What follows belongs to an exercise in optimizing a design on an open flow for small area, a short achievable clock period and few clock cycles per item; a production flow would make more cautious choices.
At most, simulation tests tie the RTL to the original design; equivalence was not proved.
For runs 1 and 2, only the layout was checked, not whether the RTL still works.
Power and IR drop assume default switching activity.

===== design.v =====
module radio_mode_fsm #(
    parameter [7:0]  CHANNEL_RESET = 8'h0B,
    parameter [15:0] CCACFG_RESET  = 16'h0000
) (
    input  wire        clk,
    input  wire        rst,             
    input  wire        in_valid,
    output wire        in_ready,
    input  wire        in_kind,         
    input  wire [31:0] in_word,
    input  wire [31:0] in_arg,
    input  wire        in_abortable,    
    input  wire        in_ack_req,      
    input  wire [31:0] pool_handle,
    output wire        pool_take,
    output wire        rsp_valid,
    output wire [31:0] rsp_word,
    output wire        out_valid,
    output wire [31:0] out_w0,
    output wire [31:0] out_w1,
    output wire [1:0]  need,
    output reg  [7:0]  hw_channel,
    output reg  [15:0] hw_cca,
    output wire [7:0]  fault
);
    localparam [4:0] ST_DIS   = 5'b00_000, ST_SLEEP = 5'b00_001,
                     ST_WT    = 5'b01_000, ST_WRF   = 5'b01_001,
                     ST_RXH   = 5'b01_010, ST_RXF   = 5'b01_011,
                     ST_ED    = 5'b01_100, ST_CCA   = 5'b01_101,
                     ST_TXACK = 5'b10_000, ST_CCATX = 5'b10_001,
                     ST_TXF   = 5'b10_010, ST_RXACK = 5'b10_011,
                     ST_CC    = 5'b10_100;
    localparam [3:0] E_RXS  = 4'b0000, E_DIS  = 4'b0001,
                     E_AM0  = 4'b0010, E_AM1  = 4'b0011,
                     E_RXC0 = 4'b0100, E_RXC1 = 4'b0101,
                     E_TXC  = 4'b0110, E_TSG  = 4'b0111,
                     E_ACK0 = 4'b1000, E_ACK1 = 4'b1001,
                     E_ATO  = 4'b1010, E_TSR  = 4'b1011,
                     E_EDC  = 4'b1100, E_EDC1 = 4'b1101,   
                     E_CCA0 = 4'b1110, E_CCA1 = 4'b1111;
    localparam [2:0] R_TX = 3'd0, R_RX = 3'd1, R_ED = 3'd2, R_EDAB = 3'd3,
                     R_CCA = 3'd4, R_CCAAB = 3'd5;
    reg  [4:0]  state;
    reg         ts_granted;
    reg  [31:0] rx_buffer;
    reg         rx_none;             
    reg         pending_rx;
    reg         resume;
    reg         job_ack_req;
    reg  [31:0] job_frame;           
    reg  [7:0]  cfg_channel;
    reg         pending_channel;
    reg  [15:0] cfg_cca;
    reg         pending_cca;
    reg         cs_held;
    reg  [2:0]  fault_r;
    reg  [3:0]  evq [0:15];          
    reg  [4:0]  evq_tail;            
    reg  [3:0]  evq_head;
    reg  [4:0]  evq_count;           
    reg  [3:0]  evq_last;            
    reg         ed_held;             
    reg         ready_r;
    reg         ok_r;                
    reg         take_r;
    reg         rsp_v;
    reg  [3:0]  rsp_lo;
    reg  [3:0]  rsp_hi;
    reg         rec_v;
    reg  [2:0]  rec_type;
    reg  [7:0]  rec_lo;
    assign in_ready  = ready_r && ok_r;
    assign pool_take = take_r && ok_r;
    assign rsp_valid = rsp_v && ok_r;
    assign rsp_word  = {24'd0, rsp_hi, rsp_lo};
    assign out_valid = rec_v && ok_r;
    assign out_w0    = {5'b10000, rec_type, 16'd0, rec_lo};
    assign out_w1    = job_frame;
    assign need      = state[4:3];
    assign fault     = {5'd0, fault_r};
    wire sDIS   = state == ST_DIS;
    wire sSLEEP = state == ST_SLEEP;
    wire sWT    = state == ST_WT;
    wire sWRF   = state == ST_WRF;
    wire sRXH   = state == ST_RXH;
    wire sRXF   = state == ST_RXF;
    wire sED    = state == ST_ED;
    wire sCCA   = state == ST_CCA;
    wire sTXACK = state == ST_TXACK;
    wire sCCATX = state == ST_CCATX;
    wire sTXF   = state == ST_TXF;
    wire sRXACK = state == ST_RXACK;
    wire sCC    = state == ST_CC;
    wire recv   = sWRF || sRXH || sRXF || sTXACK;
    wire txfam  = sCCATX || sTXF || sRXACK;
    wire inset  = sSLEEP || sWT || sWRF;           
    wire probe_legal = recv || (sSLEEP && ts_granted) || (sWT && !resume && ts_granted);
    wire probe_res   = (sSLEEP && !ts_granted) || (sWT && !resume && !ts_granted);
    reg  [3:0] state_code;           
    always @* begin
        case (state)
            ST_DIS:   state_code = 4'd0;
            ST_SLEEP: state_code = 4'd1;
            ST_WT:    state_code = 4'd2;
            ST_WRF:   state_code = 4'd3;
            ST_RXH:   state_code = 4'd4;
            ST_RXF:   state_code = 4'd5;
            ST_TXACK: state_code = 4'd6;
            ST_CCATX: state_code = 4'd7;
            ST_TXF:   state_code = 4'd8;
            ST_RXACK: state_code = 4'd9;
            ST_ED:    state_code = 4'd10;
            ST_CCA:   state_code = 4'd11;
            default:  state_code = 4'd12;
        endcase
    end
    wire queued  = (evq_tail != 5'd0);   
    wire drain   = ok_r && !take_r && !cs_held && queued;
    wire last    = ({1'b0, evq_head} + 5'd1 == evq_tail);    
    wire [3:0] qcode = evq[evq_head];
    wire [7:0] opc = in_word[31:24];
    wire b0        = in_word[0];
    wire acc       = in_valid && ready_r && ok_r;
    wire acc_cmd   = acc && !in_kind;
    wire acc_ev    = acc && in_kind;
    wire [4:0] cop = opc[4:0];           
    wire c_CSE = acc_cmd && cop == 5'h0E;
    wire c_CSX = acc_cmd && cop == 5'h0F;
    wire [3:0] dcode = (opc[5] || opc[3]) ? {opc[5] && opc[0], opc[5] && !opc[0], opc[5], 1'b1}
                                          : {opc[2:0], b0};
    wire dev   = acc_ev && !cs_held;             
    wire enq   = acc_ev && cs_held;              
    wire qev   = drain || (c_CSX && queued);     
    wire evgo  = dev || qev;
    wire [3:0] ecode = (ready_r && in_kind) ? dcode : qcode;
    wire eb    = ecode[0];
    wire paired = (dcode[3:1] == 3'b001) || (dcode[3:1] == 3'b010) ||
                  (dcode[3:1] == 3'b110) || (dcode[3:1] == 3'b111);
    wire tsr_drop = evq_count != 5'd0 && evq_last == E_TSR && dcode != E_TSG;
    wire drop  = (dcode == E_ACK0) ||
                 (evq_count != 5'd0 && dcode[3:1] == evq_last[3:1] &&
                  (paired || dcode[0] == evq_last[0])) ||
                 tsr_drop;
    wire store = enq && !drop;
    wire d_EDC = dcode[3:1] == 3'b110;
    reg        e_erl;           
    reg        e_fresh;         
    reg        e_chg;           
    reg  [4:0] e_state;
    reg        e_into;          
    reg        e_ts_set, e_ts_clr;
    reg        e_res_set;
    reg        e_none_set;      
    reg        e_rec;
    reg  [2:0] e_rtype;
    reg  [1:0] e_lo;
    always @* begin
        e_erl = 1'b0; e_fresh = 1'b0; e_chg = 1'b0; e_state = state; e_into = 1'b0;
        e_ts_set = 1'b0; e_ts_clr = 1'b0; e_res_set = 1'b0; e_none_set = 1'b0;
        e_rec = 1'b0; e_rtype = R_TX; e_lo = 2'd0;
        case (ecode)
            E_RXS: begin
                e_chg = sWRF; e_state = ST_RXH;
            end
            E_DIS: begin
                e_chg = sDIS; e_state = ST_SLEEP; e_into = sDIS;
            end
            E_AM0: begin
                e_chg = sRXH; e_state = ST_WRF; e_into = sRXH;
            end
            E_AM1: begin
                e_chg = sRXH; e_state = ST_RXF;
            end
            E_RXC0: begin
                e_erl = sRXF; e_fresh = sRXF; e_into = sRXF;
                e_rec = sRXF; e_rtype = R_RX;
            end
            E_RXC1: begin
                e_chg = sRXF; e_state = ST_TXACK; e_none_set = sRXF;
                e_rec = sRXF; e_rtype = R_RX;
            end
            E_TXC: begin
                e_erl = sTXACK || (sTXF && !job_ack_req);
                e_into = e_erl;
                e_chg = sTXF && job_ack_req; e_state = ST_RXACK;
                e_rec = sTXF && !job_ack_req;
            end
            E_TSG: begin
                e_ts_set = 1'b1;
                e_erl = sWT && !resume && !pending_rx;
                e_chg = sWT && resume; e_state = ST_CC;
            end
            E_ACK1, E_ATO: begin
                e_erl = sRXACK; e_into = sRXACK;
                e_rec = sRXACK; e_lo = {ecode[1], 1'b0};
            end
            E_TSR: begin
                e_ts_clr = 1'b1;
                e_erl = recv || sED || sCCA || txfam;
                e_into = 1'b1;
                e_chg = sDIS || sCC; e_state = sDIS ? ST_SLEEP : ST_WT;
                e_res_set = sCC;
                e_rec = sED || sCCA || txfam;
                e_rtype = sED ? R_EDAB : sCCA ? R_CCAAB : R_TX;
                e_lo = {2{txfam}};
            end
            E_EDC, E_EDC1: begin
                e_erl = sED; e_into = sED;
                e_rec = sED; e_rtype = R_ED;
            end
            E_CCA0, E_CCA1: begin
                e_erl = sCCA || (sCCATX && eb); e_into = e_erl;
                e_chg = sCCATX && !eb; e_state = ST_TXF;
                e_rec = e_erl;
                e_rtype = sCCA ? R_CCA : R_TX;
                e_lo = {1'b0, eb};
            end
            default: ;       
        endcase
    end
    reg        k_erl;
    reg        k_chg;
    reg  [4:0] k_state;
    reg        k_into;
    reg        k_prx_clr, k_res_clr, k_none_clr;
    reg  [3:0] k_rsp;
    always @* begin
        k_erl = 1'b0; k_chg = 1'b0; k_state = state; k_into = 1'b0;
        k_prx_clr = 1'b0; k_res_clr = 1'b0; k_none_clr = 1'b0; k_rsp = 4'd1;
        case (cop)
            5'h01: begin                                         
                k_chg = (sWT && !resume) || sWRF || (sRXH && in_abortable);
                k_state = ST_DIS;
                k_prx_clr = k_chg; k_res_clr = k_chg;
                k_rsp = k_chg ? 4'd1 : 4'd2;
            end
            5'h02: begin                                         
                k_erl = sSLEEP || sCC || (sWT && resume);
                k_into = sCC;
                k_rsp = (k_erl || sWT || recv) ? 4'd1 : 4'd2;
            end
            5'h03: begin                                         
                k_chg = sWRF || sRXH || sRXF;
                k_state = b0 ? ST_CCATX : ST_TXF;
                k_rsp = k_chg ? 4'd1 : sWT ? 4'd4 : 4'd2;
            end
            5'h04, 5'h05, 5'h06: begin                           
                k_chg = probe_legal;
                k_state = cop[1] ? ST_CC : cop[0] ? ST_CCA : ST_ED;
                k_prx_clr = k_chg; k_res_clr = k_chg;
                k_rsp = probe_legal ? 4'd1 : probe_res ? 4'd4 : 4'd2;
            end
            5'h09: begin                                         
                k_chg = pending_rx && sWT;
                k_state = ts_granted ? ST_WRF : ST_WT;
                k_prx_clr = k_chg; k_none_clr = k_chg;
                k_rsp = k_chg ? 4'd9 : 4'd1;
            end
            default: ;
        endcase
    end
    wire pool_zero = (pool_handle == 32'd0);
    wire cmdq      = (cop == 5'h0F) && queued;   
    wire       ts_E    = e_ts_set ? 1'b1 : e_ts_clr ? 1'b0 : ts_granted;
    wire       bz_E    = rx_none || e_fresh;
    wire       none_E  = bz_E && pool_zero;
    wire [4:0] state_E = e_erl ? {4'b0100, !none_E && ts_E} : e_chg ? e_state : state;
    wire       rxn_E   = e_erl ? none_E : (e_none_set || rx_none);
    wire       prx_E   = e_erl ? none_E : pending_rx;
    wire       res_E   = e_res_set || (resume && !e_erl && !(e_chg && ecode == E_TSG));
    wire       take_E  = e_erl && bz_E;
    wire       none_K  = rx_none && pool_zero;
    wire [4:0] state_K = cmdq ? state_E :
                         k_erl ? {4'b0100, !none_K && ts_granted} : k_chg ? k_state : state;
    wire       rxn_K   = cmdq ? rxn_E : k_erl ? none_K : rx_none && !k_none_clr;
    wire       prx_K   = cmdq ? prx_E : k_erl ? none_K : pending_rx && !k_prx_clr;
    wire       res_K   = cmdq ? res_E : resume && !k_erl && !k_res_clr;
    wire       ts_K    = cmdq ? ts_E : ts_granted;
    wire       take_K  = cmdq ? take_E : k_erl && rx_none;
    wire       into_K  = cmdq ? e_into : k_into;
    wire       rec_K   = cmdq && e_rec;
    wire ev_now  = in_kind && !cs_held;          
    wire [4:0] n_state = acc ? (in_kind ? (cs_held ? state : state_E) : state_K)
                             : (drain ? state_E : state);
    wire n_rx_none     = acc ? (in_kind ? (cs_held ? rx_none : rxn_E) : rxn_K)
                             : (drain ? rxn_E : rx_none);
    wire n_pending_rx  = acc ? (in_kind ? (cs_held ? pending_rx : prx_E) : prx_K)
                             : (drain ? prx_E : pending_rx);
    wire n_resume      = acc ? (in_kind ? (cs_held ? resume : res_E) : res_K)
                             : (drain ? res_E : resume);
    wire n_ts          = acc ? (in_kind ? (cs_held ? ts_granted : ts_E) : ts_K)
                             : (drain ? ts_E : ts_granted);
    wire take          = acc ? (in_kind ? ev_now && take_E : take_K) : drain && take_E;
    wire into_set      = acc ? (in_kind ? ev_now && e_into : into_K) : drain && e_into;
    wire rec           = acc ? (in_kind ? ev_now && e_rec : rec_K) : drain && e_rec;
    wire n_cs = c_CSE ? 1'b1 : c_CSX ? 1'b0 : cs_held;
    wire c_CHU = acc_cmd && cop == 5'h0A;
    wire c_CCU = acc_cmd && cop == 5'h0B;
    wire upd_channel = (pending_channel && into_set) || (c_CHU && inset);
    wire upd_cca     = (pending_cca && into_set) || (c_CCU && inset);
    wire n_pending_channel = (pending_channel && !into_set) || (c_CHU && !inset);
    wire n_pending_cca     = (pending_cca && !into_set) || (c_CCU && !inset);
    wire ld_energy = enq && d_EDC && !ed_held;
    wire ld_rec_lo = ld_energy || (rec && !(e_rtype == R_ED && !dev));
    wire [7:0] n_rec_lo = (e_rtype == R_ED) ? in_word[7:0] : {6'd0, e_lo};
    wire [3:0] n_rsp_hi = (cop == 5'h08) ? state_code : 4'd0;
    wire z23_8 = (in_word[23:8] == 16'd0);
    wire z7_1  = (in_word[7:1] == 7'd0);
    reg        ev_ok;
    always @* begin
        case (opc)
            8'h40, 8'h43, 8'h45, 8'h48, 8'h60, 8'h61: ev_ok = z23_8 && z7_1 && !b0;
            8'h41, 8'h42, 8'h44, 8'h47:               ev_ok = z23_8 && z7_1;
            8'h46:                                    ev_ok = z23_8;
            default:                                  ev_ok = 1'b0;
        endcase
    end
    reg cmd_ok;
    always @* begin
        case (opc)
            8'h01, 8'h02, 8'h04, 8'h05, 8'h06, 8'h08, 8'h09, 8'h0A, 8'h0B,
            8'h0E, 8'h0F: cmd_ok = z23_8 && z7_1 && !b0;
            8'h03:        cmd_ok = z23_8 && z7_1;
            8'h10:        cmd_ok = z23_8;
            8'h11:        cmd_ok = in_word[23:16] == 8'd0;
            default:      cmd_ok = 1'b0;
        endcase
    end
    wire needs_cs = (opc >= 8'h01 && opc <= 8'h06) || (opc >= 8'h08 && opc <= 8'h0B);
    wire arg_zero = (in_arg == 32'd0);
    reg  [2:0] step_fault;
    always @* begin
        step_fault = 3'd0;
        if (in_kind) begin
            if (!ev_ok)
                step_fault = 3'd1;
            else if (cs_held && evq_count[4])
                step_fault = 3'd6;
        end else begin
            if (!cmd_ok)
                step_fault = 3'd1;
            else if ((opc == 8'h03 || opc == 8'h09) && arg_zero)
                step_fault = 3'd7;
            else if (needs_cs && !cs_held)
                step_fault = 3'd2;
            else if (opc == 8'h0E && cs_held)
                step_fault = 3'd3;
            else if (opc == 8'h0F && !cs_held)
                step_fault = 3'd4;
        end
    end
    wire faulting = acc && (step_fault != 3'd0);
    wire [4:0] n_tail = qev ? (last ? 5'd0 : evq_tail) : (store ? evq_tail + 5'd1 : evq_tail);
    wire n_ready = !take && (n_cs || n_tail == 5'd0);
    always @(posedge clk) begin
        if (rst) begin
            state           <= ST_SLEEP;
            ts_granted      <= 1'b0;
            rx_none         <= 1'b1;
            pending_rx      <= 1'b0;
            resume          <= 1'b0;
            cfg_channel     <= CHANNEL_RESET;
            hw_channel      <= CHANNEL_RESET;
            pending_channel <= 1'b0;
            cfg_cca         <= CCACFG_RESET;
            hw_cca          <= CCACFG_RESET;
            pending_cca     <= 1'b0;
            cs_held         <= 1'b0;
            fault_r         <= 3'd0;
            evq_tail        <= 5'd0;
            evq_head        <= 4'd0;
            evq_count       <= 5'd0;
            ed_held         <= 1'b0;
            ready_r         <= 1'b1;
            ok_r            <= 1'b1;
            take_r          <= 1'b0;
            rsp_v           <= 1'b0;
            rec_v           <= 1'b0;
        end else begin
            state           <= n_state;
            ts_granted      <= n_ts;
            rx_none         <= n_rx_none;
            pending_rx      <= n_pending_rx;
            resume          <= n_resume;
            pending_channel <= n_pending_channel;
            pending_cca     <= n_pending_cca;
            cs_held         <= n_cs;
            if (acc_cmd && cop == 5'h10)
                cfg_channel <= in_word[7:0];
            if (acc_cmd && cop == 5'h11)
                cfg_cca <= in_word[15:0];
            if (acc)
                fault_r <= step_fault;
            ready_r         <= n_ready;
            ok_r            <= ok_r && !faulting;
            take_r          <= take;
            rsp_v           <= acc_cmd;
            rec_v           <= rec;
            if (upd_channel)
                hw_channel <= cfg_channel;
            if (upd_cca)
                hw_cca <= cfg_cca;
            evq_tail <= n_tail;
            if (c_CSE) begin
                evq_count <= 5'd0;
                ed_held   <= 1'b0;
            end
            if (enq) begin
                evq_count <= evq_count + 5'd1;
                if (d_EDC)
                    ed_held <= 1'b1;
            end
            if (qev)
                evq_head <= last ? 4'd0 : evq_head + 4'd1;
        end
    end
    always @(posedge clk) begin
        if (acc_cmd && cop == 5'h03 && !txfam)
            job_ack_req <= in_ack_req;
        if (!txfam)
            job_frame <= (sED || sCCA) ? 32'd0 :
                         (sRXF && !(acc_cmd && cop == 5'h03)) ? rx_buffer : in_arg;
        rsp_lo      <= acc_cmd ? k_rsp : 4'd1;
        rsp_hi      <= n_rsp_hi;
        rec_type    <= e_rtype;
        if (ld_rec_lo)
            rec_lo <= n_rec_lo;
        if (rx_none || (evgo && e_fresh))
            rx_buffer <= (acc_cmd && cop == 5'h09) ? in_arg : pool_handle;
        if (enq && !tsr_drop)
            evq_last <= dcode;
        if (store)
            evq[evq_tail[3:0]] <= dcode;
    end
endmodule

===== flow/run.sh =====
#!/bin/bash
# The standard layout (standard.sh), with every port buffered by a
# sky130_fd_sc_hd__buf_1 instead of the cell buffer_ports picks by default.
set -euo pipefail
export BUFFER_PORTS_ARGS="-buffer_cell sky130_fd_sc_hd__buf_1"
bash standard.sh > standard.log 2>&1

===== standard.sh =====
#!/bin/bash
# synth_recipe.tcl (not shown) runs the flow's synth.tcl, then flattens the netlist and writes it again
# the make line also repeats each setting of config.mk as NAME=value (left out here)
make -C /OpenROAD-flow-scripts/flow DESIGN_CONFIG=/design/flow/config.mk WORK_HOME=/design/flow/orfs CLKGATE_MAP_FILE= SYNTH_SCRIPT=/design/flow/synth_recipe.tcl "${@:-finish}"

===== config.mk =====
export PLATFORM = sky130hd
export DESIGN_NAME = radio_mode_fsm
export DESIGN_NICKNAME = radio_mode_fsm
export VERILOG_FILES = /design/flow/design.v
export SDC_FILE = /design/flow/constraint.sdc
export NUM_CORES = 4
export LEC_CHECK = 0
export ABC_AREA = 1
export CAP_MARGIN = 20
export CORE_MARGIN = 2
export CORE_UTILIZATION = 50
export CTS_BUF_LIST = sky130_fd_sc_hd__clkbuf_4
export PLACE_DENSITY = 0.65
export SETUP_SLACK_MARGIN = 5.0
export SLEW_MARGIN = 20

===== constraint.sdc =====
create_clock -name core_clock -period 8.0 [get_ports {clk}]
set_input_delay 1.6000 -clock core_clock [delete_from_list [all_inputs] [get_ports {clk}]]
set_output_delay 1.6000 -clock core_clock [all_outputs]
set_load 0.01 [all_outputs]

==> results of run 1 <==
per-stage QoR:
stage / hold slack (ns) / std cells
after CTS: 0.4688 / 2123
after floorplan: 0.4409 / 1563
after global routing: 0.4909 / 2154
after global placement: 0.4543 / 1976
after detailed placement: 0.4598 / 1976
final: 0.4664 / 2154
power by group through the flow:
stage / Combinational (mW) / Clock (mW) / Sequential [mW]
after detailed placement: 0.255 / 0 / 1.40
after global routing: 0.332 / 1.29 / 1.37
after global placement: 0.255 / 0 / 1.40
after CTS: 0.278 / 1.22 / 1.37
after floorplan: 0.176 / 0 / 1.40
final: 0.306 / 1.20 / 1.37
sequential cells by signal, summed over array words and instances (netlist names), 3 cells and up, named ones only:
| name | flops |
|---|---|
| rsp_lo | 4 |
| cfg_channel | 8 |
| job_frame | 32 |
| state | 5 |
| evq_last | 4 |
| rx_buffer | 32 |
| hw_channel | 8 |
| rec_lo | 8 |
| evq_head | 4 |
| rec_type | 3 |
| evq_count | 5 |
| rsp_hi | 4 |
| fault_r | 3 |
| hw_cca | 16 |
| cfg_cca | 16 |
| evq_tail | 5 |
| evq | 64 |
worst max-delay path by stage:
stage                         end  cells past startpoint
floorplan               rec_lo[0]                     13
global placement        rec_lo[2]                     13
detailed placement  rx_buffer[17]                      9
CTS                     hw_cca[0]                     18
global route              ready_r                     18
finish                    ready_r                     19
layout make-up:
cell class                 count  share of cell area
clock inverter                18            0.009806
timing repair buffer         240             0.07925
timing repair inverter         2           0.0008104
antenna                        1           0.0001621
multi-input combinational   1030              0.3794
clock buffer                 102             0.04959
inverter                     198             0.05243
sequential                   239              0.4023
tap                          324             0.02626
layout by cell type, fill, tap and decap left out, drive strengths merged, types with 2 or more instances in the layout:
master    count
nand2       336
buf         235
inv         196
nor2        181
edfxtp      141
nand3       128
o21ai       117
clkbuf      107
dfxtp        98
a21oi        95
conb         50
nor4         25
nor3         19
nand4        15
clkinv       14
mux2          8
o211ai        8
ha            7
a31oi         6
xor2          5
clkinvlp      5
o221ai        4
a211oi        4
or2           4
bufinv        3
o22ai         3
nor3b         2
a221oi        2
o2111ai       2
synth_stat cells, types with 2 or more instances:
library cell	n
nand4_1	15
buf_4	54
or2_2	3
o21ai_1	7
o22ai_1	3
buf_1	2
nand2_2	12
mux2_2	8
xor2_1	5
o2111ai_1	2
conb_1	2
a221oi_1	2
inv_2	13
o221ai_1	4
o21ai_0	107
nor2_2	9
nand3_1	116
nor2_1	168
a31oi_1	6
clkbuf_1	30
o211ai_1	8
a21oi_2	2
inv_1	182
nand2_1	311
nand2_4	9
a21oi_1	92
edfxtp_1	141
a211oi_1	4
ha_1	7
nand3_2	12
buf_6	10
dfxtp_1	98
nor2_4	3
buf_2	6
nor3_1	19
nor3b_1	2
nor4_1	24
per-layer routing:
| layer | up-vias | GRT usage | wire length (µm) |
|---|---|---|---|
| met1 | 5317 | 0.3667 | 15680 |
| met2 | 537 | 0.4007 | 16520 |
| met5 | - | 0 | 0 |
| li1 | 5523 | - | - |
| met4 | 0 | 0.1047 | 1275 |
| met3 | 110 | 0.05419 | 2629 |
worst max-delay path, cell delays in order:
cell and delay (ns):
buf_12 0.12, nor2_4 0.14, inv_4 0.06, o21ai_4 0.17
buf_6 0.13, nand2_4 0.06, o31ai_4 0.22, nand2_1 0.11
nor2_1 0.15, nand2_2 0.14, nor2_4 0.20, nand2_2 0.10
nand2_1 0.07, o21ai_1 0.05, inv_1 0.07, nand2_1 0.05
o21ai_1 0.13, nand2_1 0.06, nand2_1 0.06
repair_timing:
action,in CTS,in global routing
setup buffers,21,26
pin swaps,22,54
endpoints found under the setup margin,197,136
resized for setup,45,109
hold buffers,0,0
cloned,6,4
cells by family (layout without fill, tap and decap cells):
logic type,Yosys count,in the layout,synth area share
buffers and inverters,301,560,0.1158
adders and majority gates,7,7,0.007074
and+or+nand+nor,707,711,0.2571
AOI/OAI and AO/OA,245,248,0.1074
DFF,239,239,0.5005
other,2,51,0.0006066
xor gates and xnor gates,6,6,0.004245
muxes,8,8,0.007277
==> impl_metrics.toml, run 1 <==
[outcome]
status = "no timing/DRC/antenna violations"

[grt]
track_usage = 0.2623
grt_antenna_before_repair = 1
grt_max_degree = 58
gr-total-overflow = 0
grt_pass1_vias = 10430
grt_pass1_wl_um = 53960

[cts]
cts_buffer_depth = 3
clk_latency_ns = 0.68
clockRootBuffer = "clkbuf_4"
cts_tree = "built"
htreeDepth = 3
cts_made_buffers = 66
clkTransAtPathRegs_ns = 0.07
clock_sinks = 239

[logic_synthesis]
ys_seq_area_frac = 0.5005
synth_seq_cells = 239
yosysTopAreaCell = "edfxtp_1"
synthFlopType = "edfxtp_1"
synth_edf_count = 141
synth_top_cell_area_share = 0.3420
syn_area_um2 = 12380
syn_area_per_cell_um2 = 8.172
synth_warnings = 1
postSynth.asyncResetShare = 0
ys_types = 54
synthTopCellsByArea = "edfxtp_1 34%, dfxtp_1 16%, nand2_1 9.4%"
syn_inst = 1515

[pwr]
power.density_nw_per_um2 = 186.3
p_comb_frac = 0.106
power.internal_mw = 2.124
p_total_mw = 2.876
pwr-share-seq = 0.477
irDropWorstVdd_mv = 0.1124
power_switching_mw = 0.7515
leakagePower_nw = 6.585
clockPowerShare = 0.417
swShare = 0.2613

[place]
hpwl_um = 24060
finalWeightedCongestion = 0.9436
port_buffers = 185
placed_area_um2 = 13460
dp_slack_ns = 3.689

[worst_setup_path]
reg2reg_slack_ns = 5.17
startpoint_type = "primary input"
end_kind = "flop"
critPathRequiredTime_ns = 8.61
r2r-end = "rec_lo[4]"
path_max_fanout = 6
arrival_ns = 3.71
r2r.worst_path.cells = 13
crit_start = "in_word[29]"
crit_type = "in -> reg"

[drt]
num_vias = 11490
postRouteAntennaNets = 0
viasPerCell = 5.333
drt-total-wl_um = 36100
drc = 0
routedWlPerCell_um = 16.76
dr.pass1.iters = 6
drt_iter0_drc = 958

[min_path]
hold_depth = 2
worst_hold_path_type = "reg -> reg"
hold_path_end = "hw_channel[0]"
hp-start = "cfg_channel[0]"

[layout]
regArea_um2 = 6211
drive_gt1_frac = 0.2154
finish.utilization = 0.6349
multi_input_area_um2 = 5858
final_area_um2 = 15440
area_growth_pct = 24.71
fin_nets = 1886
fillerInstances = 2166

[timing]
fmax_mhz = 323.0
setup_violations = 0
max-slew-margin-rel = 0.3970
finalHoldViolCount = 0
slew_violations = 0
finClkSkew_ns = 0.04882
fin_ws_ns = 4.904
fin_tns_setup_ns = 0
rsz0062_at_grt = "yes"
fin_crit_sh = 0.3870
min_period_ns = 3.096
tightest_slew_ns = 0.8970

[floorplan]
initial_core_util = 0.5091
die-width_um = 161.4
die_area_um2 = 26040
ios = 236
die_h_um = 161.4
rows = 57
fp.coreArea_um2 = 24320

[flow_run]
max_cap_violations = 0
==> inputs of run 2 (changes only) <==
==> flow/run.sh (replaced) <==
#!/bin/bash
# The standard layout (standard.sh), with every port buffered by a
# sky130_fd_sc_hd__buf_1 instead of the cell buffer_ports picks by default,
# and clock tree synthesis without dummy loads.
set -euo pipefail
export BUFFER_PORTS_ARGS="-buffer_cell sky130_fd_sc_hd__buf_1"
export CTS_ARGS="-sink_clustering_enable -repair_clock_nets -buf_list sky130_fd_sc_hd__clkbuf_4 -dont_use_dummy_load"
bash standard.sh > standard.log 2>&1
--- a/config.mk
+++ b/config.mk
@@ -10,5 +10,5 @@
 export CORE_MARGIN = 2
-export CORE_UTILIZATION = 50
+export CORE_UTILIZATION = 45
 export CTS_BUF_LIST = sky130_fd_sc_hd__clkbuf_4
-export PLACE_DENSITY = 0.65
+export PLACE_DENSITY = 0.62
 export SETUP_SLACK_MARGIN = 5.0
==> impl_metrics.toml, run 2 <==
[outcome]
status = "no timing/DRC/antenna violations"

[logic_synthesis]
synthTopCellsByCount = "311 x nand2_1, 182 x inv_1, 168 x nor2_1"
synth_seq_cells = 239
synth_adder_area_share = 0.007074
syn_inst = 1515
ys_types = 54
syn_area_per_cell_um2 = 8.172
synthTopCellsByArea = "edfxtp_1 34%, dfxtp_1 16%, nand2_1 9.4%"
ys_seq_area_frac = 0.5005
synthFlopType = "edfxtp_1"
synth_edf_count = 141
synth_top_family_by_area = "simple AND/OR/NAND/NOR gates"
synth_top_cell_area_share = 0.3420
synthSimpleGateAreaFrac = 0.2571
post_synth_xor_area_fraction = 0.004245
yosysMostFrequentCell = "nand2_1"
postSynth.asyncResetShare = 0
synth.area.mux_share = 0.007276
yosysTopAreaCell = "edfxtp_1"
synth_compound_gate_area_share = 0.1074
syn_area_um2 = 12380
synth_warnings = 1

[timing]
finalHoldViolCount = 0
max-slew-margin-rel = 0.4078
slew_violations = 0
fin_crit_sh = 0.3818
finClkSkew_ns = 0.08422
fmax_mhz = 327.4
min_period_ns = 3.055
tightest_slew_ns = 0.8810
fin_tns_setup_ns = 0
setup_violations = 0
rsz0062_at_grt = "yes"

[floorplan]
fp.coreArea_um2 = 26950
ios = 236
initial_core_util = 0.4594
die-width_um = 169.9
die_area_um2 = 28860
rows = 60
die_h_um = 169.9

[drt]
num_vias = 11200
viasPerCell = 5.302
drt_iter0_drc = 944
routedWlPerCell_um = 17.17
drt-total-wl_um = 36260
dr.pass1.iters = 6
drc = 0
postRouteAntennaNets = 0

[cts]
clk_latency_ns = 0.69
htreeDepth = 3
hold_buffers = 0
clockRootBuffer = "clkbuf_4"
cts_tree = "built"
clock_sinks = 239
cts_made_buffers = 66
cts_buffer_depth = 3
clkTransAtPathRegs_ns = 0.07

[grt]
use_met1 = 0.3522
grt_pass1_wl_um = 56040
met3_usage = 0.05302
track_usage = 0.2487
grt_pass1_vias = 10700
gr-total-overflow = 0
busiest_layer = "met2"
grt_max_degree = 61
use_met2 = 0.3721
grt_antenna_before_repair = 1

[layout]
largest_reg_flops = 64
final_cell_mix = "280 x nand2_1, 178 x buf_1, 172 x inv_1"
final_common_cell = "nand2_1"
fin_nets = 1880
area_growth_pct = 21.22
finish.utilization = 0.5569
drive_gt1_frac = 0.1882

[worst_setup_path]
startpoint_type = "primary input"
path_max_fanout = 8
crit_type = "in -> reg"
critPathRequiredTime_ns = 8.52
arrival_ns = 3.57
end_kind = "flop"

[pwr]
leakagePower_nw = 6.241
irDropWorstVdd_mv = 0.08945
power.density_nw_per_um2 = 166.6

[min_path]
worst_hold_path_type = "reg -> reg"

[place]
hpwl_um = 24500
finalWeightedCongestion = 0.8915
port_buffers = 185

[flow_run]
max_cap_violations = 0
==> run 2: cell counts after synthesis <==
No cell type changed its count.
==> run 2: path summary, 6_finish.rpt <==
kind	from	slack, ns	depth (start not counted)	end
min reg2reg	cfg_cca[15]	0.47	2	hw_cca[15]
max reg2reg	flop	5.07	18	hw_cca[3]
max	in_word[29]	4.95	18	hw_cca[3]
min	cfg_cca[15]	0.47	2	hw_cca[15]
==> run 2: cell type report <==
cell class | count | area [µm²]
timing repair buffer | 234 | 1201
sequential | 239 | 6200
timing repair inverter | 2 | 12.51
antenna | 2 | 5.005
inverter | 198 | 799.5
clock buffer | 66 | 495.5
multi-input combinational | 1030 | 5868
fill | 2509 | 11940
tap | 341 | 426.7
==> run 2: power breakdown <==
part | switching [mW] | total, mW | internal (mW)
Clock | 0.448 | 0.823 | 0.375
Sequential | 0.0198 | 1.37 | 1.35
Combinational | 0.213 | 0.305 | 0.0920
==> run 2: cells by family after synthesis <==
logic type,count (synthesis)
AOI/OAI and AO/OA,245
xor gates and xnor gates,6
adders and majority gates,7
buffers and inverters,301
DFF,239
muxes,8
other,2
and+or+nand+nor,707
==> run 2: critical path, cell delays in order <==
cell and delay (ns):
buf_12 0.12, nor2_4 0.17, inv_4 0.07, o21ai_4 0.21
nand2_2 0.09, nand2_4 0.11, nand2_4 0.08, nor2_4 0.12
nand2_1 0.07, nand2_2 0.09, nor2_2 0.05, nand2_2 0.08
nand2_4 0.08, nand2_8 0.16, buf_12 0.13, nand2_8 0.09
a21oi_2 0.18, nor2_1 0.04
==> run 2: metrics by stage <==
| step | std cells | hold slack [ns] | cell area, µm² | power, mW | setup slack, ns |
|---|---|---|---|---|---|
| floorplan | 1563 | 0.4409 | 13010 | 1.577 | 4.524 |
| global placement | 1993 | 0.4561 | 13490 | 1.655 | 3.799 |
| detailed placement | 1993 | 0.4582 | 13490 | 1.655 | 3.702 |
| CTS | 2094 | 0.4741 | 14550 | 2.502 | 5.002 |
| global route | 2112 | 0.4927 | 15010 | 2.608 | 4.852 |
| finish | 2112 | 0.4674 | 15010 | 2.500 | 4.945 |
==> run 2: per-layer routing <==
metal	share of wire	wire length (µm)	vias up
li1	-	-	5466
met4	0.030	1083	0
met5	0	0	-
met2	0.44	16020	454
met1	0.45	16390	5196
met3	0.076	2771	82
==> run 2: timing repair <==
action                                  CTS  global route
endpoints found under the setup margin  185           107
hold endpoints to repair                  0             0
gates resized for setup                  68            75
setup buffers                            28            14
gates cloned                              7             2
pin swaps                                30            48
==> inputs of run 3 (changes only) <==
--- a/design.v
+++ b/design.v
@@ -62,2 +62,3 @@
     reg         ed_held;             
+    reg  [7:0]  energy;
     reg         ready_r;
@@ -302,5 +303,3 @@
     wire n_pending_cca     = (pending_cca && !into_set) || (c_CCU && !inset);
-    wire ld_energy = enq && d_EDC && !ed_held;
-    wire ld_rec_lo = ld_energy || (rec && !(e_rtype == R_ED && !dev));
-    wire [7:0] n_rec_lo = (e_rtype == R_ED) ? in_word[7:0] : {6'd0, e_lo};
+    wire [7:0] n_rec_lo = (e_rtype == R_ED) ? (dev ? in_word[7:0] : energy) : {6'd0, e_lo};
     wire [3:0] n_rsp_hi = (cop == 5'h08) ? state_code : 4'd0;
@@ -425,6 +424,7 @@
         rec_type    <= e_rtype;
-        if (ld_rec_lo)
-            rec_lo <= n_rec_lo;
+        rec_lo      <= n_rec_lo;
         if (rx_none || (evgo && e_fresh))
             rx_buffer <= (acc_cmd && cop == 5'h09) ? in_arg : pool_handle;
+        if (enq && d_EDC && !ed_held)
+            energy <= in_word[7:0];
         if (enq && !tsr_drop)
--- a/config.mk
+++ b/config.mk
@@ -10,5 +10,4 @@
 export CORE_MARGIN = 2
-export CORE_UTILIZATION = 45
-export CTS_BUF_LIST = sky130_fd_sc_hd__clkbuf_4
-export PLACE_DENSITY = 0.62
+export CORE_UTILIZATION = 50
+export PLACE_DENSITY = 0.65
 export SETUP_SLACK_MARGIN = 5.0
==> impl_metrics.toml, run 3 <==
[logic_synthesis]
postSynth.asyncResetShare = 0
synth_warnings = 1
yosysMostFrequentCell = "nand2_1"
ys_types = 51
yosysTopAreaCell = "edfxtp_1"
ys_seq_area_frac = 0.5145
syn_inst = 1503
synth_seq_cells = 247
synthFlopType = "edfxtp_1"
synth_top_cell_area_share = 0.3427
syn_area_um2 = 12350
synthTopCellsByCount = "306 x nand2_1, 174 x inv_1, 174 x nor2_1"
syn_area_per_cell_um2 = 8.220
synthTopCellsByArea = "edfxtp_1 34%, dfxtp_1 17%, nand2_1 9.3%"
synth_edf_count = 141

[floorplan]
fp.coreArea_um2 = 24320
die-width_um = 161.2
initial_core_util = 0.5080
ios = 236
rows = 57
die_h_um = 161.2
die_area_um2 = 25980

[flow_run]
max_cap_violations = 0

[worst_setup_path]
crit_family = "simple AND/OR/NAND/NOR gates"
critPathRequiredTime_ns = 8.50
end_kind = "flop"
reg2reg_slack_ns = 5.16
path_max_fanout = 8
slowest_delay_ns = 0.21
arrival_ns = 3.48
r2r.worst_path.cells = 16
path_cells = "buf_6 > nor2_4 > inv_4 > o21ai_4 > buf_6 > nand2_2 > nand2_2 > nand2_4 > nor2_4 > nand2_2 > nand2_2 > nor2_4 > nand3_4 > nand3_4 > buf_12 > nand3_2 > a21oi_2"
worst_path_most_repeated_cell = "nand2_2"
crit_type = "in -> reg"
r2r-end = "rx_buffer[25]"
startpoint_type = "primary input"
worst-path-buf-inv = 4
cp_slowest_cell = "buf_12"

[outcome]
status = "no timing/DRC/antenna violations"

[place]
dp_slack_ns = 3.534
port_buffers = 185
hpwl_um = 23590
finalWeightedCongestion = 0.9538

[layout]
final_cell_mix = "278 x nand2_1, 177 x buf_1, 158 x inv_1"
regArea_um2 = 6359
area_growth_pct = 18.64
multi_input_area_um2 = 5549
fin_nets = 1861
fillerInstances = 2223
final_common_cell = "nand2_1"
drive_gt1_frac = 0.1686
largest_reg_flops = 64

[cts]
clkTransAtPathRegs_ns = 0.05
cts_buffer_depth = 3
clock_sinks = 247
hold_buffers = 0
htreeDepth = 3
clk_latency_ns = 0.67
cts_tree = "built"
clockRootBuffer = "clkbuf_4"
cts_made_buffers = 66

[timing]
fin_tns_setup_ns = 0
setup_violations = 0
max-slew-margin-rel = 0.3896
min_period_ns = 2.990
finalHoldViolCount = 0
tightest_slew_ns = 0.9146
rsz0062_at_grt = "yes"
finClkSkew_ns = 0.05964
fin_ws_ns = 5.010
slew_violations = 0
fin_crit_sh = 0.3737
fmax_mhz = 334.5

[min_path]
hp-start = "cfg_channel[6]"
worst_hold_path_type = "reg -> reg"
hold_depth = 2
hold_path_end = "hw_channel[6]"

[drt]
drt_iter0_drc = 966
viasPerCell = 5.304
postRouteAntennaNets = 0
routedWlPerCell_um = 16.64
dr.pass1.iters = 5
drt-total-wl_um = 34540
num_vias = 11010
drc = 0

[grt]
grt_pass1_vias = 10350
grt_max_degree = 65
grt_antenna_before_repair = 2
grt_pass1_wl_um = 52570
gr-total-overflow = 0
track_usage = 0.2564

[pwr]
leakagePower_nw = 5.956
irDropWorstVdd_mv = 0.1008
power.density_nw_per_um2 = 173.8
-- run 3: changes by cell type in the layout (fill, tap and decap cells not counted), sizes merged, moves of 5 or more --
cell	previous run	this run
a21oi	95	100
buf	233	221
dfxtp	98	106
inv	195	182
mux2	8	0
nand3	128	117
nor4	25	16
o21ai	117	134
-- run 3: through the flow --
step                  util  hold WS, ns  instance area, µm²  instances  total power [mW]
finish              0.6027       0.4552               14660       2076             2.548
detailed placement  0.5448       0.4502               13250       1967             1.696
global route        0.6027       0.4709               14660       2076             2.669
CTS                 0.5820       0.4558               14150       2058             2.543
global placement    0.5448       0.4432               13250       1967             1.696
floorplan                -       0.4292               12770       1551             1.621
-- run 3: per-layer routing --
layer / up-vias / wire, µm / track usage
li1: 5428 / - / -
met1: 5029 / 14560 / 0.3266
met2: 461 / 16320 / 0.4290
met3: 94 / 2727 / 0.06035
met4: 0 / 935 / 0.09213
met5: - / 0 / 0
-- run 3: final cells by class --
cell class / instances / share of cell area
diodes: 2 / 0.0003414
clock buffers: 66 / 0.03380
inverters: 184 / 0.04942
multi-input cells: 1025 / 0.3786
flip-flops and latches: 247 / 0.4338
well taps: 324 / 0.02766
repair buffers: 226 / 0.07589
repair inverters: 2 / 0.0005122
-- run 3: how the worst max path moves through the flow --
stage	startpoint	cells after the start	end	slack, ns
global placement	in_word[29]	12	rx_buffer[17]	3.60
CTS	in_valid	17	ready_r	4.98
floorplan	in_word[27]	12	rx_buffer[0]	4.27
finish	in_word[29]	17	hw_cca[1]	5.01
detailed placement	in_word[27]	11	rx_buffer[8]	3.53
global route	in_valid	17	ready_r	4.88
-- run 3: logic make-up (layout without fill, tap and decap cells) --
family                     Yosys count  count (layout)  share of synthesized area
AOI/OAI and AO/OA                  268             270                     0.1192
and+or+nand+nor                    687             689                     0.2426
buffers and inverters              283             478                     0.1095
DFF                                247             247                     0.5145
xor gates and xnor gates             7               7                   0.004963
muxes                                2               2                   0.001620
adders and majority gates            7               7                   0.007089
other                                2              52                  0.0006079
-- run 3: power by group --
group	switching (mW)	total, mW	internal [mW]	leakage (nW)
Combinational	0.216	0.312	0.0962	3.45
Clock	0.443	0.818	0.375	0.304
Sequential	0.0175	1.42	1.40	2.20
Total	0.677	2.55	1.87	5.96
-- run 3: what timing repair did --
item	4_1_cts	5_1_grt
setup endpoints to repair	230	171
setup buffers	20	14
resized for setup	56	90
cloned	5	2
pin swaps	16	34
-- run 3: worst reg2reg max path, cell delays in order (launching register included) --
cell and delay, ns:
dfxtp_1 0.34, buf_8 0.24, inv_4 0.21, nand2_1 0.10, nand3_1 0.07, nand3_1 0.12
nand2_1 0.07, nand2_1 0.10, nand3_1 0.13, nand2_2 0.17, nand2_2 0.11, nor2_4 0.11
nand2_2 0.06, inv_2 0.11, nor2_4 0.08, a31oi_4 0.28, clkbuf_16 0.23
Testbench counts of run 3, summed over its fixed seeds: cycles 33,341, items 32,000.
==> inputs of run 4 (changes only) <==
--- a/config.mk
+++ b/config.mk
@@ -10,4 +10,4 @@
 export CORE_MARGIN = 2
-export CORE_UTILIZATION = 50
-export PLACE_DENSITY = 0.65
+export CORE_UTILIZATION = 40
+export PLACE_DENSITY = 0.6
 export SETUP_SLACK_MARGIN = 5.0
==> impl_metrics.toml, run 4 <==
[outcome]
status = "no timing/DRC/antenna violations"

[cts]
clock_sinks = 247
clockRootBuffer = "clkbuf_4"
clkTransAtPathRegs_ns = 0.06
cts_made_buffers = 68
cts_tree = "built"
hold_buffers = 0
cts_buffer_depth = 3
clk_latency_ns = 0.67
htreeDepth = 3

[worst_setup_path]
startpoint_type = "primary input"
critPathRequiredTime_ns = 8.31
end_kind = "flop"
arrival_ns = 3.35
r2r-end = "hw_cca[3]"
path_max_fanout = 5
crit_start = "in_word[0]"
path_cells = "buf_1 > nor2_4 > buf_12 > inv_8 > buf_4 > nand2_1 > o21ai_1 > nand2_1 > nor2_2 > nand2_4 > nor2_4 > clkinv_4 > nor2_4"
crit_type = "in -> reg"
cp_slowest_cell = "buf_1"
r2r.worst_path.cells = 16
worst_path_most_repeated_cell = "nor2_4"
reg2reg_slack_ns = 5.18
slowest_delay_ns = 0.24

[timing]
rsz0062_at_grt = "yes"
tightest_slew_ns = 0.9302
slew_violations = 0
fmax_mhz = 329.6
max-slew-margin-rel = 0.3792
finalHoldViolCount = 0
min_period_ns = 3.034
finClkSkew_ns = 0.07960
holdWs_ns = 0.4335
fin_tns_setup_ns = 0
setup_violations = 0
fin_crit_sh = 0.3792

[pwr]
leakagePower_nw = 6.034
irDropWorstVdd_mv = 0.1195
power.density_nw_per_um2 = 172.3

[drt]
routedWlPerCell_um = 16.26
num_vias = 11040
drt_iter0_drc = 939
dr.pass1.iters = 6
viasPerCell = 5.109
drt-total-wl_um = 35140
postRouteAntennaNets = 0
drc = 0

[layout]
area_growth_pct = 20.47
fillerInstances = 2950
drive_gt1_frac = 0.1780
final_cell_mix = "275 x nand2_1, 177 x buf_1, 156 x inv_1"
final_common_cell = "nand2_1"
fin_nets = 1875
instances_no_fill = 2161
largest_reg_flops = 64

[floorplan]
initial_core_util = 0.4049
die_area_um2 = 32310
fp.coreArea_um2 = 30510
die-width_um = 179.7
ios = 236
die_h_um = 179.7
rows = 64

[logic_synthesis]
syn_area_per_cell_um2 = 8.220
ys_seq_area_frac = 0.5145
synth_top_cell_area_share = 0.3427
ys_types = 51
synthTopCellsByArea = "edfxtp_1 34%, dfxtp_1 17%, nand2_1 9.3%"
synthFlopType = "edfxtp_1"
synth_seq_cells = 247
syn_inst = 1503
synth_edf_count = 141
synthTopCellsByCount = "306 x nand2_1, 174 x inv_1, 174 x nor2_1"
syn_area_um2 = 12350
synth_warnings = 1
yosysTopAreaCell = "edfxtp_1"
postSynth.asyncResetShare = 0
yosysMostFrequentCell = "nand2_1"

[min_path]
hold_path_end = "hw_channel[1]"
hp-start = "cfg_channel[1]"
hold_depth = 2
worst_hold_path_type = "reg -> reg"

[grt]
grt_pass1_wl_um = 54130
gr-total-overflow = 0
grt_pass1_vias = 10390
grt_antenna_before_repair = 1
track_usage = 0.2097
grt_max_degree = 65

[flow_run]
max_cap_violations = 0

[place]
port_buffers = 185
hpwl_um = 24010
finalWeightedCongestion = 0.9256
placedCellCount = 2038
==> run 4: cell counts after synthesis <==
Identical to the previous run, type by type.
==> run 4: cell type report <==
type / count / area, µm² / share of cell area
multi-input combinational: 1024 / 5533 / 0.3718
tap: 396 / 495.5 / 0.03329
inverter: 184 / 734.5 / 0.04935
clock buffer: 68 / 510.5 / 0.03430
timing repair buffer: 240 / 1240 / 0.08331
timing repair inverter: 1 / 6.256 / 0.0004203
antenna: 1 / 2.502 / 0.0001681
sequential: 247 / 6361 / 0.4274
==> run 4: worst max-delay path by stage <==
stage | to | slack (ns) | cells past startpoint
floorplan | rx_buffer[0] | 4.27 | 12
finish | evq[7][2] | 4.97 | 13
CTS | ready_r | 4.87 | 17
detailed placement | rx_buffer[4] | 3.54 | 12
global placement | rx_buffer[6] | 3.55 | 12
global route | ready_r | 4.91 | 19
==> run 4: kinds of logic (layout without fill, tap and decap cells) <==
logic type | after synthesis | count (layout) | synth area share
adders and majority gates | 7 | 7 | 0.007089
AOI/OAI and AO/OA | 268 | 270 | 0.1192
other | 2 | 51 | 0.0006079
xor gates and xnor gates | 7 | 7 | 0.004963
and+or+nand+nor | 687 | 688 | 0.2426
muxes | 2 | 2 | 0.001620
buffers and inverters | 283 | 493 | 0.1095
DFF | 247 | 247 | 0.5145
==> run 4: layer usage <==
metal,share of wire,vias up,global-route usage,wire [µm]
li1,-,5445,-,-
met1,0.42,5071,0.2652,14800
met2,0.48,453,0.3454,16710
met3,0.078,72,0.05490,2750
met4,0.025,0,0.07772,878
met5,0,-,0,0
==> run 4: what timing repair did <==
action / CTS / global route
gates resized for setup: 49 / 118
pin swaps: 9 / 52
cloned: 2 / 3
buffers inserted: 16 / 33
setup endpoints to repair: 229 / 170
==> run 4: stage by stage <==
step                      setup WS [ns]  power [mW]  area, µm²    util
final                             4.966       2.564      14880  0.4878
after global routing              4.906       2.692      14880  0.4878
after CTS                         4.870       2.569      14210  0.4659
after detailed placement          3.539       1.696      13330  0.4370
after global placement            3.553       1.696      13330  0.4370
after floorplan                   4.270       1.621      12770       -
==> run 4: power by group <==
| part | switching [mW] | internal (mW) |
|---|---|---|
| combinational | 0.212 | 0.0964 |
| sequential | 0.0177 | 1.40 |
| clock | 0.452 | 0.386 |
==> run 4: worst max-delay path: cells and delay by family <==
family	cells	cell delay [ns]
buf+inv	5	0.67
compound gates	1	0.12
simple gates	7	0.94
==> inputs of run 5 (changes only) <==
--- a/config.mk
+++ b/config.mk
@@ -10,3 +10,3 @@
 export CORE_MARGIN = 2
-export CORE_UTILIZATION = 40
+export CORE_UTILIZATION = 43
 export PLACE_DENSITY = 0.6
==> impl_metrics.toml, run 5 <==
[outcome]
status = "no timing/DRC/antenna violations"

[pwr]
swShare = 0.2678
p_comb_frac = 0.118
pwr-share-seq = 0.553
leakagePower_nw = 5.938
irDropWorstVdd_mv = 0.09751
clockPowerShare = 0.328
power.internal_mw = 1.876
power.density_nw_per_um2 = 175.1
p_total_mw = 2.563
power_switching_mw = 0.6861

[floorplan]
die-width_um = 173.5
die_h_um = 173.5
initial_core_util = 0.4339
die_area_um2 = 30100
rows = 62
ios = 236
fp.coreArea_um2 = 28470

[worst_setup_path]
end_kind = "flop"
slowest_delay_ns = 0.20
path_cells = "buf_12 > nor2_4 > inv_4 > nor2_4 > buf_12 > inv_8 > nand2_1 > nand2_2 > nand2_4 > nand2_2 > nand3_2 > nand2_1 > nor2_2 > nand3_4 > nand3_4 > buf_6 > nand3_1 > a21oi_1"
arrival_ns = 3.59
startpoint_type = "primary input"
path_max_fanout = 10
critPathRequiredTime_ns = 8.56
crit_type = "in -> reg"
cp_slowest_cell = "nand3_4"

[timing]
max-slew-margin-rel = 0.3568
min_period_ns = 3.021
setup_violations = 0
tightest_slew_ns = 0.9637
fmax_mhz = 331.0
fin_crit_sh = 0.3777
finClkSkew_ns = 0.05122
rsz0062_at_grt = "yes"
finalHoldViolCount = 0
slew_violations = 0
fin_tns_setup_ns = 0

[drt]
drt_iter0_drc = 865
viasPerCell = 5.129
num_vias = 10960
drc = 0
postRouteAntennaNets = 0
dr.pass1.iters = 6
routedWlPerCell_um = 16.47
drt-total-wl_um = 35200

[layout]
drive_gt1_frac = 0.1588
fin_nets = 1862
final_cell_mix = "285 x nand2_1, 175 x buf_1, 158 x inv_1"
largest_reg_flops = 64
final_common_cell = "nand2_1"
fillerInstances = 2815
area_growth_pct = 18.46

[logic_synthesis]
synth_edf_count = 141
synth_top_cell_area_share = 0.3427
synth_warnings = 1
postSynth.asyncResetShare = 0
syn_inst = 1503
synthTopCellsByArea = "edfxtp_1 34%, dfxtp_1 17%, nand2_1 9.3%"
syn_area_per_cell_um2 = 8.220
yosysMostFrequentCell = "nand2_1"
synthFlopType = "edfxtp_1"
yosysTopAreaCell = "edfxtp_1"
ys_seq_area_frac = 0.5145
synth_seq_cells = 247
syn_area_um2 = 12350
ys_types = 51
synthTopCellsByCount = "306 x nand2_1, 174 x inv_1, 174 x nor2_1"

[place]
finalWeightedCongestion = 0.9235
hpwl_um = 24010
port_buffers = 185

[flow_run]
max_cap_violations = 0

[cts]
hold_buffers = 0
cts_tree = "built"
cts_buffer_depth = 3
cts_made_buffers = 68
htreeDepth = 3
clockRootBuffer = "clkbuf_4"
clk_latency_ns = 0.67
clock_sinks = 247
clkTransAtPathRegs_ns = 0.06

[grt]
grt_pass1_wl_um = 55230
grt_max_degree = 65
grt_antenna_before_repair = 2
track_usage = 0.2295
grt_pass1_vias = 10510
gr-total-overflow = 0

[min_path]
worst_hold_path_type = "reg -> reg"
## run 5: critical path, delay by kind of cell
kind / cells / cell delay (ns)
AND/OR/NAND/NOR: 12 / 1.33
AO/OA/AOI/OAI: 1 / 0.14
buffers and inverters: 5 / 0.50
## run 5: per-layer routing
layer | wire length (µm) | GRT usage | vias up
li1 | - | - | 5422
met1 | 15020 | 0.2898 | 5056
met2 | 16960 | 0.3888 | 401
met3 | 2372 | 0.04956 | 81
met4 | 842 | 0.08192 | 0
met5 | 0 | 0 | -
## run 5: repair_timing
action,in CTS,in global routing
resized for setup,59,74
cloned,5,1
pin swaps,12,31
buffers inserted,18,17
hold endpoints to repair,0,0
setup endpoints to repair,248,184
## run 5: final cells by class
type                    count  area [µm²]  share of cell area
inverters                 184       726.9             0.04967
diodes                      2       5.005           0.0003420
flip-flops and latches    247        6361              0.4346
well taps                 384       480.5             0.03283
multi-input cells        1025        5449              0.3723
repair inverters            1       6.256           0.0004275
clock buffers              68       510.5             0.03488
repair buffers            226        1096             0.07489
## run 5: through the flow
stage          instance area (µm²)  instances  hold slack, ns  utilization  setup slack, ns
6_report                     14640       2137          0.4230       0.5141            4.979
5_1_grt                      14640       2137          0.4348       0.5141            4.841
4_1_cts                      14240       2117          0.4099       0.5000            4.955
3_5_place_dp                 13320       2026          0.4520       0.4678            3.465
3_3_place_gp                 13320       2026          0.4393       0.4678            3.552
2_1_floorplan                12770       1551          0.4292            -            4.270
## run 5: path summary, 6_finish.rpt
kind	from	to	slack [ns]	depth (start not counted)
min	cfg_cca[1]	hw_cca[1]	0.42	2
max	in_word[27]	hw_cca[3]	4.98	18
max reg2reg	flop	hw_cca[3]	5.19	18
min reg2reg	cfg_cca[1]	hw_cca[1]	0.42	2
## run 5: power by group through the flow
stage	combinational, mW	clock (mW)	sequential, mW
2_1_floorplan	0.170	0	1.45
3_3_place_gp	0.254	0	1.44
3_5_place_dp	0.254	0	1.44
4_1_cts	0.283	0.867	1.42
5_1_grt	0.332	0.932	1.42
6_report	0.303	0.841	1.42
## run 5: kinds of logic after synthesis
logic type | count (synthesis) | synth area share
AND/OR/NAND/NOR | 687 | 0.2426
other | 2 | 0.0006079
XOR/XNOR | 7 | 0.004963
flip-flops | 247 | 0.5145
AO/OA/AOI/OAI | 268 | 0.1192
adder cells (fa/ha/maj) | 7 | 0.007089
multiplexers | 2 | 0.001620
buffers and inverters | 283 | 0.1095
==> inputs of run 6 (changes only) <==
--- a/config.mk
+++ b/config.mk
@@ -10,3 +10,3 @@
 export CORE_MARGIN = 2
-export CORE_UTILIZATION = 43
+export CORE_UTILIZATION = 45
 export PLACE_DENSITY = 0.6
==> impl_metrics.toml, run 6 <==
[worst_setup_path]
reg2reg_slack_ns = 5.16
r2r-end = "hw_cca[0]"
crit_family = "simple AND/OR/NAND/NOR gates"
end_kind = "flop"
path_depth = 14
slowest_delay_ns = 0.21
critPathRequiredTime_ns = 8.30
cp_slowest_cell = "nor2_4"
crit_type = "in -> reg"
arrival_ns = 3.38
worst-path-buf-inv = 6
r2r.worst_path.cells = 18
path_max_fanout = 8
startpoint_type = "primary input"
path_cells = "buf_4 > inv_2 > nand2_4 > o21ai_4 > buf_6 > buf_4 > a21oi_1 > nand2_1 > nand4_1 > nand2_4 > nor2_4 > buf_6 > inv_8 > nor2_4"

[logic_synthesis]
synth_compound_gate_area_share = 0.1192
synth_warnings = 1
syn_area_um2 = 12350
synth_adder_area_share = 0.007089
synthFlopType = "edfxtp_1"
synthSimpleGateAreaFrac = 0.2426
synth_seq_cells = 247
synth_top_cell_area_share = 0.3427
synthTopCellsByArea = "edfxtp_1 34%, dfxtp_1 17%, nand2_1 9.3%"
ys_types = 51
synth.area.mux_share = 0.001620
ys_seq_area_frac = 0.5145
synth_edf_count = 141
syn_inst = 1503
postSynth.asyncResetShare = 0
synth_top_family_by_area = "simple AND/OR/NAND/NOR gates"
yosysMostFrequentCell = "nand2_1"
syn_area_per_cell_um2 = 8.220
synthTopCellsByCount = "306 x nand2_1, 174 x inv_1, 174 x nor2_1"
yosysTopAreaCell = "edfxtp_1"
post_synth_xor_area_fraction = 0.004963

[grt]
grt_pass1_wl_um = 54540
grt_pass1_vias = 10400
gr-total-overflow = 0
track_usage = 0.2432
grt_antenna_before_repair = 2
grt_max_degree = 65

[drt]
viasPerCell = 5.261
postRouteAntennaNets = 0
num_vias = 11070
drc = 0
routedWlPerCell_um = 16.94
dr.pass1.iters = 5
drt-total-wl_um = 35650
drt_iter0_drc = 861

[place]
finalWeightedCongestion = 0.9523
dp_slack_ns = 3.487
port_buffers = 185
hpwl_um = 24740

[pwr]
pwr-share-seq = 0.551
power.density_nw_per_um2 = 174.2
p_comb_frac = 0.121
leakagePower_nw = 6.016
swShare = 0.2665
irDropWorstVdd_mv = 0.1111
clockPowerShare = 0.327
power_switching_mw = 0.6858
p_total_mw = 2.574
power.internal_mw = 1.888

[cts]
cts_buffer_depth = 3
clockRootBuffer = "clkbuf_4"
clock_sinks = 247
clk_latency_ns = 0.65
cts_tree = "built"
clkTransAtPathRegs_ns = 0.06
htreeDepth = 3
cts_made_buffers = 69

[floorplan]
fp.coreArea_um2 = 26950
initial_core_util = 0.4584
rows = 60
die_h_um = 169.7
die-width_um = 169.7
ios = 236
die_area_um2 = 28790

[layout]
area_growth_pct = 19.58
fin_nets = 1873
drive_gt1_frac = 0.1725
final_common_cell = "nand2_1"
largest_reg_flops = 64
final_cell_mix = "277 x nand2_1, 175 x buf_1, 157 x inv_1"
fillerInstances = 2566

[timing]
holdWs_ns = 0.4323
fin_crit_sh = 0.3846
finalHoldViolCount = 0
tightest_slew_ns = 0.9713
slew_violations = 0
setup_violations = 0
finClkSkew_ns = 0.07247
fin_ws_ns = 4.923
fmax_mhz = 325.0
rsz0062_at_grt = "yes"
fin_tns_setup_ns = 0
min_period_ns = 3.077
max-slew-margin-rel = 0.3518

[min_path]
hp-start = "cfg_cca[4]"
worst_hold_path_type = "reg -> reg"
hold_depth = 2
hold_path_end = "hw_cca[4]"

[flow_run]
max_cap_violations = 0

[outcome]
status = "no timing/DRC/antenna violations"
## run 6: cells by family (layout without fill, tap and decap cells)
| kind of cell | count (synthesis) | in the layout |
|---|---|---|
| adder cells (fa/ha/maj) | 7 | 7 |
| flip-flops | 247 | 247 |
| AO/OA/AOI/OAI | 268 | 270 |
| multiplexers | 2 | 2 |
| other | 2 | 51 |
| XOR/XNOR | 7 | 7 |
| buffers and inverters | 283 | 491 |
| AND/OR/NAND/NOR | 687 | 688 |
## run 6: timing repair
action                     CTS  global route
buffers inserted            16            28
pin swaps                    9            52
resized for setup           68           100
hold buffers                 0             0
hold endpoints to repair     0             0
setup endpoints to repair  230           183
cloned                       4             2
## run 6: cell type report
class                           count  area (µm²)  share of cell area
Sequential cell                   247        6359              0.4304
Multi-Input combinational cell   1024        5529              0.3743
Timing Repair Buffer              236        1194             0.08080
Inverter                          184       734.5             0.04972
Clock buffer                       69       518.0             0.03506
Tap cell                          341       426.7             0.02888
Timing Repair inverter              2       10.01           0.0006776
Antenna cell                        1       2.502           0.0001694
## run 6: layer usage
layer  vias to the layer above  track usage  share of wire
met1                      5106       0.3127           0.43
met3                        74      0.05690          0.070
met4                         2      0.08398          0.025
met5                         -            0        0.00022
li1                       5440            -              -
met2                       448       0.4037           0.48
## run 6: through the flow
stage	instances	util	area [µm²]
after floorplan	1551	-	12770
after detailed placement	1984	0.4924	13270
after CTS	2073	0.5266	14190
after global routing	2104	0.5481	14770
final	2104	0.5481	14770
after global placement	1984	0.4924	13270
## run 6: worst min-delay path, delay by kind of cell (launching register included)
kind | cells | cell delay [ns]
flip-flops | 1 | 0.31
AND/OR/NAND/NOR | 1 | 0.06
AO/OA/AOI/OAI | 1 | 0.05
## run 6: worst max-delay path by stage
| stage | startpoint | endpoint |
|---|---|---|
| after floorplan | in_word[27] | rx_buffer[0] |
| after detailed placement | in_word[29] | rx_buffer[16] |
| after global placement | in_word[29] | rx_buffer[16] |
| final | in_word[24] | evq[7][2] |
| after global routing | in_word[27] | evq[7][2] |
| after CTS | in_word[25] | state[1] |
## run 6: power by group through the flow
| stage | combinational [mW] | sequential (mW) | clock (mW) |
|---|---|---|---|
| 2_1_floorplan | 0.170 | 1.45 | 0 |
| 3_3_place_gp | 0.255 | 1.44 | 0 |
| 3_5_place_dp | 0.256 | 1.45 | 0 |
| 4_1_cts | 0.285 | 1.42 | 0.873 |
| 5_1_grt | 0.342 | 1.42 | 0.940 |
| 6_report | 0.313 | 1.42 | 0.843 |
==> inputs of run 7 (changes only) <==
--- a/config.mk
+++ b/config.mk
@@ -11,3 +11,3 @@
 export CORE_UTILIZATION = 45
-export PLACE_DENSITY = 0.6
+export PLACE_DENSITY = 0.64
 export SETUP_SLACK_MARGIN = 5.0
==> impl_metrics.toml, run 7 <==
[worst_setup_path]
reg2reg_slack_ns = 5.22
critPathRequiredTime_ns = 8.29
end_kind = "flop"
r2r.worst_path.cells = 16
r2r-end = "hw_cca[7]"
path_max_fanout = 7
arrival_ns = 3.29
crit_type = "in -> reg"
startpoint_type = "primary input"

[logic_synthesis]
syn_area_per_cell_um2 = 8.220
ys_seq_area_frac = 0.5145
synthTopCellsByCount = "306 x nand2_1, 174 x inv_1, 174 x nor2_1"
synthTopCellsByArea = "edfxtp_1 34%, dfxtp_1 17%, nand2_1 9.3%"
postSynth.asyncResetShare = 0
synth_seq_cells = 247
synth_warnings = 1
syn_inst = 1503
yosysTopAreaCell = "edfxtp_1"
synthFlopType = "edfxtp_1"
ys_types = 51
synth_edf_count = 141
yosysMostFrequentCell = "nand2_1"
synth_top_cell_area_share = 0.3427
syn_area_um2 = 12350

[timing]
fin_tns_setup_ns = 0
fin_ws_ns = 5.003
max-slew-margin-rel = 0.3760
fin_crit_sh = 0.3746
min_period_ns = 2.997
setup_violations = 0
finalHoldViolCount = 0
tightest_slew_ns = 0.9349
rsz0062_at_grt = "yes"
finClkSkew_ns = 0.06642
holdWs_ns = 0.4501
fmax_mhz = 333.7
slew_violations = 0

[drt]
drt-total-wl_um = 34710
drt_iter0_drc = 796
routedWlPerCell_um = 16.62
drc = 0
postRouteAntennaNets = 0
num_vias = 10980
dr.pass1.iters = 8
viasPerCell = 5.258

[layout]
area_growth_pct = 17.74
finish.utilization = 0.5397
final_common_cell = "nand2_1"
fillerInstances = 2544
drive_gt1_frac = 0.1564
multi_input_area_um2 = 5456
largest_reg_flops = 64
regArea_um2 = 6361
fin_nets = 1856
final_cell_mix = "283 x nand2_1, 174 x buf_1, 157 x inv_1"

[place]
finalWeightedCongestion = 0.9845
dp_slack_ns = 3.539
port_buffers = 185
hpwl_um = 23830

[cts]
cts_made_buffers = 68
htreeDepth = 3
hold_buffers = 0
clk_latency_ns = 0.66
clock_sinks = 247
clkTransAtPathRegs_ns = 0.06
clockRootBuffer = "clkbuf_4"
cts_tree = "built"
cts_buffer_depth = 3

[pwr]
leakagePower_nw = 5.910
power.density_nw_per_um2 = 176.3
irDropWorstVdd_mv = 0.1104

[outcome]
status = "no timing/DRC/antenna violations"

[grt]
grt_max_degree = 65
grt_antenna_before_repair = 1
gr-total-overflow = 0
grt_pass1_vias = 10090
track_usage = 0.2363
grt_pass1_wl_um = 53220

[min_path]
hp-start = "cfg_cca[5]"
hold_depth = 2
worst_hold_path_type = "reg -> reg"
hold_path_end = "hw_cca[5]"

[floorplan]
initial_core_util = 0.4584
ios = 236
die-width_um = 169.7
fp.coreArea_um2 = 26950
die_area_um2 = 28790
rows = 60
die_h_um = 169.7

[flow_run]
max_cap_violations = 0
==> run 7: cell counts after synthesis <==
No cell type changed its count.
==> run 7: cells by family after synthesis <==
logic type	Yosys count	share of synthesized area
compound gates	268	0.1192
xor+xnor	7	0.004963
fa+ha+maj	7	0.007089
buf+inv	283	0.1095
flops	247	0.5145
mux	2	0.001620
other cells	2	0.0006079
simple gates	687	0.2426
==> run 7: where the power goes <==
part | switching, mW | internal [mW] | leakage [nW]
Clock | 0.459 | 0.386 | 0.313
Combinational | 0.212 | 0.0897 | 3.39
Sequential | 0.0181 | 1.40 | 2.20
==> run 7: how the worst max path moves through the flow <==
stage	from	end	slack, ns	depth (start not counted)
2_1_floorplan	in_word[27]	rx_buffer[0]	4.27	12
3_3_place_gp	in_word[29]	rx_buffer[6]	3.58	12
3_5_place_dp	in_word[29]	rx_buffer[4]	3.54	12
4_1_cts	in_valid	ready_r	4.88	17
5_1_grt	in_word[24]	ready_r	4.91	17
6_report	in_word[29]	evq[7][3]	5.00	14
==> run 7: final cells by class <==
type / count / share of cell area
clock buffer: 68 / 0.03509
multi-input combinational: 1024 / 0.3751
sequential: 247 / 0.4373
tap: 341 / 0.02933
timing repair inverter: 2 / 0.0005161
inverter: 184 / 0.05066
timing repair buffer: 220 / 0.07148
antenna: 3 / 0.0005161
==> run 7: critical path, cell delays in order <==
cell	delay (ns)
buf_12	0.12
nor2_4	0.14
inv_4	0.06
o21ai_4	0.18
buf_6	0.14
nand2_4	0.05
o21ai_2	0.11
nand2_1	0.09
nor2_2	0.16
nand2_4	0.11
nor2_4	0.18
buf_6	0.13
inv_6	0.04
nor2_4	0.17
==> run 7: stage by stage <==
step | power, mW | area, µm² | instances
after CTS | 2.569 | 14170 | 2073
final | 2.564 | 14550 | 2089
after global routing | 2.680 | 14550 | 2089
after floorplan | 1.621 | 12770 | 1551
after detailed placement | 1.697 | 13270 | 1984
after global placement | 1.696 | 13270 | 1984
==> run 7: routing by layer <==
metal | routed length, µm | global-route usage | vias to the layer above | part of all wire
li1 | - | - | 5406 | -
met1 | 14880 | 0.3102 | 5079 | 0.43
met2 | 16710 | 0.3913 | 432 | 0.48
met3 | 2328 | 0.04734 | 67 | 0.067
met4 | 792 | 0.08101 | 0 | 0.023
met5 | 0 | 0 | - | 0
==> run 7: timing repair <==
action | 4_1_cts | 5_1_grt
gates resized for setup | 61 | 75
setup buffers | 16 | 13
cloned | 5 | 0
hold endpoints to repair | 0 | 0
endpoints found under the setup margin | 227 | 191
pin swaps | 14 | 30

==> what the ideal ports hide <==
The flow's constraints put no driver on any port. The routed layouts listed below were extracted and timed again, unchanged, in two steps.
Step 1, drivers: a clkbuf_16 drives clk and a buf_2 each remaining input, both assumed.
Step 2, shift: input delay + t, output delay - t, t = (earliest + latest rising clock arrival at the registers) / 2. This alone moves slack from input paths to output paths.
a / b / c = no drivers / after step 1 / after step 2; a / b = the first two.
run	shift t [ns]	setup WS [ns]
run 1	0.693	4.904 / 4.886 / 4.193
run 2	0.699	4.945 / 4.938 / 4.239
run 3	0.690	5.010 / 4.982 / 4.308
run 4	0.673	4.966 / 4.957 / 4.284
run 5	0.693	4.979 / 4.967 / 4.274
run 6	0.663	4.923 / 4.923 / 4.260
run 7	0.671	5.003 / 4.992 / 4.321
After both steps setup and hold are still met in every run listed.
